This design comes from an exercise in tuning for small area, a short achievable clock period and few clock cycles per item on the open sky130 flow, not from production work.
Where RTL was checked, it was by simulation tests only, not by an equivalence proof against the original.
Power figures rest on the tool's default switching activity, not on a simulated workload.

== job 104 ==
## oi1_codec
module oi1_codec (
    input  wire        clk,
    input  wire        rst,
    input  wire        cmd_valid,
    output wire        cmd_ready,
    input  wire [7:0]  cmd_op,
    input  wire [15:0] cmd_len,
    input  wire        in_valid,
    output wire        in_ready,
    input  wire [7:0]  in_data,
    output wire        out_valid,
    input  wire        out_ready,
    output wire [7:0]  out_data,
    output wire        rsp_valid,
    output wire [3:0]  rsp_status,
    output wire [1:0]  rsp_version,
    output wire        rsp_verified,
    output wire [31:0] rsp_crc,
    output wire [31:0] rsp_expected,
    output wire [7:0]  rsp_err_char,
    output wire [15:0] rsp_err_pos,
    output wire        rsp_is_valid,
    output wire [1:0]  rsp_reason,
    output wire [6:0]  rsp_quality,
    output wire [2:0]  rsp_issues
);
  localparam [7:0] OP_CRC    = 8'h02;
  localparam [7:0] OP_ENCODE = 8'h07;
  localparam [7:0] OP_DECODE = 8'h08;
  localparam [7:0] OP_VALID  = 8'h0A;
  localparam [7:0] OP_QUAL   = 8'h0B;
  localparam [3:0] ST_OK         = 4'd0;
  localparam [3:0] ST_FORMAT     = 4'd2;
  localparam [3:0] ST_VALIDATION = 4'd3;
  localparam [3:0] ST_DECODING   = 4'd4;
  localparam [3:0] ST_INTEGRITY  = 4'd5;
  localparam [3:0] ST_BADCMD     = 4'd7;
  localparam [7:0] SYM_O  = 8'h4F;   
  localparam [7:0] SYM_0  = 8'h30;   
  localparam [7:0] SYM_I  = 8'h49;   
  localparam [7:0] SYM_L  = 8'h6C;   
  localparam [2:0] RNG_80_BF = 3'd0;
  localparam [2:0] RNG_A0_BF = 3'd1;
  localparam [2:0] RNG_80_9F = 3'd2;
  localparam [2:0] RNG_90_BF = 3'd3;
  localparam [2:0] RNG_80_8F = 3'd4;
  function [7:0] sym_of;
    input [1:0] g;
    begin
      case (g)
        2'd0: sym_of = SYM_O;
        2'd1: sym_of = SYM_0;
        2'd2: sym_of = SYM_I;
        default: sym_of = SYM_L;
      endcase
    end
  endfunction
  reg         cmd_ready_q;
  reg         act;           
  ...
Size in the first run: ~2200 cells after synthesis, roughly 330 flip-flops, about 160 I/O pins, about 20000 sq um of cells after synthesis.
export LEC_CHECK = 0
export CAP_MARGIN = 20
export CORE_MARGIN = 2
export CORE_UTILIZATION = 40
export SLEW_MARGIN = 20
export SYNTH_MEMORY_MAX_BITS = 16384
create_clock -name core_clock -period 13.0 [get_ports {clk}]
standard.sh (not shown) runs the stock make flow with config.mk's settings and CLKGATE_MAP_FILE= SYNTH_SCRIPT=/design/flow/synth_recipe.tcl, a recipe that flattens the netlist after the stock synthesis.
==> flow/flow/run.sh <==
#!/bin/bash
# Own layout flow: the standard synthesis unchanged, then the standard layout with a
# larger setup-slack margin, so that ORFS's timing repair keeps working on paths well below the
# clock period. Each step's full output goes to a log file of its own in this folder.
set -euo pipefail
bash standard.sh synth > synth.log 2>&1
bash standard.sh SETUP_SLACK_MARGIN=9.3 finish > layout.log 2>&1
Testbench counts of job 104, summed over its fixed seeds: cycles 20,327, items 13,868.
Relative to job 104, the following input files were edited for job 105:
--- a/flow/design.v
+++ b/flow/design.v
@@ -170,24 +170,24 @@
   end
   reg         e1q, e2q;
   wire        vk1e  = vk1 && !st;
   wire        vk2e  = vk2 && !st;
   wire        run_hit = e1q && eqa && eqb;
   wire        alt_hit = e2q && eqc && !eqb;
   wire        qv   = v && m_qua;
   wire [20:0] hsel = ({21{dh[0]}} & hq0) | ({21{dh[1]}} & hq1) |
                      ({21{dh[2]}} & hq2) | ({21{dh[3]}} & hq3);
   wire [20:0] hinc = hsel + 21'd25;
   wire [15:0] pos_inc = pos + 16'd1;
-  wire [38:0] opa  = vs ? {15'd0, hsel, 3'b000} : vn ? {~{19'd0, pos}, 4'b1100} : 39'd0;
-  wire [38:0] opb  = vs ? {{15{zq[23]}}, zq} : vn ? {~{20'd0, pos}, 3'b000} : 39'd0;
+  wire [38:0] opa  = vs ? {15'd0, hsel, 3'b000} : vn ? ~{19'd0, pos, 4'b0000} : 39'd0;
+  wire [38:0] opb  = vs ? {{15{zq[23]}}, zq} : vn ? ~{20'd0, pos_inc, 3'b010} : 39'd0;
   wire [38:0] cs_s = dq ^ opa ^ opb;
   wire [38:0] cs_m = (dq & opa) | (dq & opb) | (opa & opb);
   wire [38:0] cs_c = {cs_m[37:0], 1'b0};
   reg  [38:0] dq_n;
   reg  [8:0]  dp_n;
   reg         rc;
   integer     bi;
   always @(*) begin
     rc = 1'b0;
     for (bi = 0; bi < 39; bi = bi + 1) begin
       if (bi != 0 && bi % 4 == 0) begin
==> results.txt <==
Job 105 — standard cell core area about 2.3% higher, job 104 as reference
Looking at start point of the critical path, the x[10]$_SDFFCE_PP0P_ result is from job 104; the pos[3]$_SDFFE_PP0P_ one comes from job 105.
| required arrival time at the worst endpoint | lower: job 104 |
Job 105 vs job 104 — fraction of area in multi-input gates rose 0.68 points.
Going from job 104 to job 105, maximum frequency rose about 0.43%; final global-route overflow total now sits at about the same level; power attributed to combinational cells moved up.
The RTL of job 105 was laid out without a check of its function.

========
oi1_codec, a different RTL version from the one above (not shown whole).
Size: about 2400 cells after synthesis, about 350 flip-flops, about 160 I/O pins.
Settings: LEC_CHECK=0, CAP_MARGIN=20, CORE_MARGIN=2, CORE_UTILIZATION=40, SLEW_MARGIN=20, SYNTH_MEMORY_MAX_BITS=16384; clock period 13.0 ns.
Scripts as last shown in full above: flow/flow/run.sh
Testbench counts at the start, summed over its fixed seeds: cycles 20,325, items 13,868.
Change:
--- a/flow/design.v
+++ b/flow/design.v
@@ -101,15 +101,15 @@
   reg  [7:0]  h1, h2;        
   reg         vk1, vk2;      
   reg         eqa, eqb, eqc;
   reg         run4;
   reg  [2:0]  wdist;          
   reg  signed [19:0] pe;     
   reg  [20:0] hq0, hq1, hq2, hq3;
-  reg  signed [23:0] zq;
+  wire [23:0] zq = x[23:0];    
   reg  [38:0] dq;
   reg  [3:0]  dp;
   reg         hf;            
   reg         out_valid_q;
   reg  [7:0]  out_data_q;
   reg  [5:0]  sq;            
   reg  [1:0]  sqn;           
@@ -165,16 +165,14 @@
         RNG_90_BF: u_bad_s = !(ub >= 8'h90 && ub <= 8'hBF);
         RNG_80_8F: u_bad_s = !(ub >= 8'h80 && ub <= 8'h8F);
         default:   u_bad_s = !(ub >= 8'h80 && ub <= 8'hBF);
       endcase
     end
   end
   reg         e1q, e2q;
-  wire [7:0]  prev1 = v ? d  : h1;
-  wire [7:0]  prev2 = v ? h1 : h2;
   wire        vk1e  = vk1 && !st;
   wire        vk2e  = vk2 && !st;
   wire        run_hit = e1q && eqa && eqb;
   wire        alt_hit = e2q && eqc && !eqb;
   wire        qv   = v && m_qua;
   wire [20:0] hsel = ({21{dh[0]}} & hq0) | ({21{dh[1]}} & hq1) |
                      ({21{dh[2]}} & hq2) | ({21{dh[3]}} & hq3);
@@ -311,80 +309,90 @@
   wire in_sym = (in_data == SYM_O) || (in_data == SYM_0) || (in_data == SYM_I) || (in_data == SYM_L);
   always @(posedge clk) begin
     dh <= {4{in_fire}} & {in_data == SYM_L, in_data == SYM_I, in_data == SYM_0, in_data == SYM_O};
     vs <= in_fire && in_sym;
     vn <= in_fire && !in_sym;
     if (d_en) begin
       d      <= in_data;
-      e1q    <= (in_data == prev1) && (v || vk1e);
-      e2q    <= (in_data == prev2) && (v ? vk1e : vk2e);
+      e1q    <= (in_data == h1) && vk1e;
+      e2q    <= (in_data == h2) && vk2e;
       d_comp <= (in_left[1:0] == 2'd1);
       d_main <= !dv2 || (in_left > 16'd16);
     end
   end
   always @(posedge clk) begin
+    if (m_qua) begin
+      if (in_fire) begin
+        h1 <= in_data;
+        h2 <= h1;
+      end
+      if (st) begin
+        vk1 <= in_fire;
+        vk2 <= 1'b0;
+      end else if (in_fire) begin
+        vk1 <= 1'b1;
+        vk2 <= vk1;
+      end
+    end else if (v && !bad) begin
+      h1 <= d;
+    end
+  end
+  always @(posedge clk) begin
     bad    <= bad_n;
     mism   <= mism_n;
     u_err  <= u_err_n;
     u_need <= u_need_n;
     if (st) begin
-      x    <= 32'd0;
+      x    <= m_qua ? 32'd63 : 32'd0;
       pos  <= 16'd0;
-      vk1  <= 1'b0;
-      vk2  <= 1'b0;
       eqa  <= 1'b0;
       eqb  <= 1'b0;
       eqc  <= 1'b0;
       run4 <= 1'b0;
       wdist <= 3'd4;
       pe   <= -20'sd1;
       hq0  <= 21'd0;
       hq1  <= 21'd0;
       hq2  <= 21'd0;
       hq3  <= 21'd0;
-      zq   <= 24'sd63;
       dq   <= {39{1'b1}};
       dp   <= 4'd0;
       tcnt <= 5'd0;
       u_rng <= RNG_80_BF;
     end else begin
       if (v && (m_crc || m_enc))
         x <= x_step;
       else if (dec_emit)
         x <= x_step;
       else if (v && m_dec && !dfmt && !bad && s && !d_main)
         x <= x_rot;
+      else if (v && m_qua)
+        x[23:0] <= zq - (s ? 24'd74 : 24'd24);
       if (v && m_dec && !dfmt && !bad && s) begin
         if (d_main)
           acc <= {acc[3:0], g};
         else
           dq[31:0] <= {dq[29:0], g};    
       end
       if (dec_emit)
         u_rng <= u_rng_s;
-      if (v && (m_qua || !bad)) begin
+      if (v && (m_qua || !bad))
         pos <= pos_inc;
-        h1  <= d;
-      end
       if (v && m_qua) begin
-        h2   <= h1;
-        vk1  <= 1'b1;
-        vk2  <= vk1;
         eqa  <= e1q;
         eqb  <= eqa;
         eqc  <= e2q;
         if (run_hit)
           run4 <= 1'b1;
         wdist <= alt_hit ? 3'd1 : (wdist == 3'd4) ? 3'd4 : wdist + 3'd1;
         pe   <= pe + pe_add;
         if (dh[0]) hq0 <= hinc;
         if (dh[1]) hq1 <= hinc;
         if (dh[2]) hq2 <= hinc;
         if (dh[3]) hq3 <= hinc;
-        zq  <= zq - (s ? 24'sd74 : 24'sd24);
       end
       if (m_qua) begin
         dq <= {dq_c4[6:0], dq_c3[7:0], dq_c2[7:0], dq_c1[7:0], dq_c0[7:0]};
         dp <= {dq_c3[8], dq_c2[8], dq_c1[8], dq_c0[8]};
       end
       if (m_enc && enc_free && tail_pend)
         tcnt <= tcnt + 5'd1;
Clock-buffer cell count decreases by 7. Die area went down by 2.4%. Via count decreases by about 0.6%. Final area fell by about 3.2%. Wire length goes up by about 6%. Sequential share of layout area grows by 0.13 points.
No functional check of the RTL was part of the second run of this note.

static timing again, ports no longer ideal:
In the flow no input, the clock included, has a driving cell. The finished layouts below were timed again as built, in two steps.
Step 1, drivers: a clkbuf_16 drives clk and a buf_2 each remaining input, both assumed.
Step 2 also shifts input and output timing later by t, the mid clock arrival at the registers, as if the neighbouring blocks saw the same clock.
a / b / c = ideal ports / drivers / drivers and shift; a / b = the first two.
| run | shift t [ns] | setup WS [ns] | hold WS [ns] | cell pins on the clock port's net |
|---|---|---|---|---|
| job 104 | 0.618 | 9.165 / 9.110 / 8.738 | 0.454 / 0.454 / 0.454 | 1 |
| job 105 | 0.615 | 9.182 / 9.140 / 8.741 | 0.451 / 0.451 / 0.451 | 1 |
| the first run of note 2 | 0.625 | 9.205 / 9.146 / 8.773 | 0.454 / 0.454 / 0.454 | 1 |
| the second run of note 2 | 0.609 | 9.127 / 9.079 / 8.775 | 0.456 / 0.456 / 0.456 | 1 |
After both steps every run listed still meets setup and hold. For job 105, which loses most, drivers alone change the setup slack by -0.042 ns; drivers and shift together by -0.441 ns.
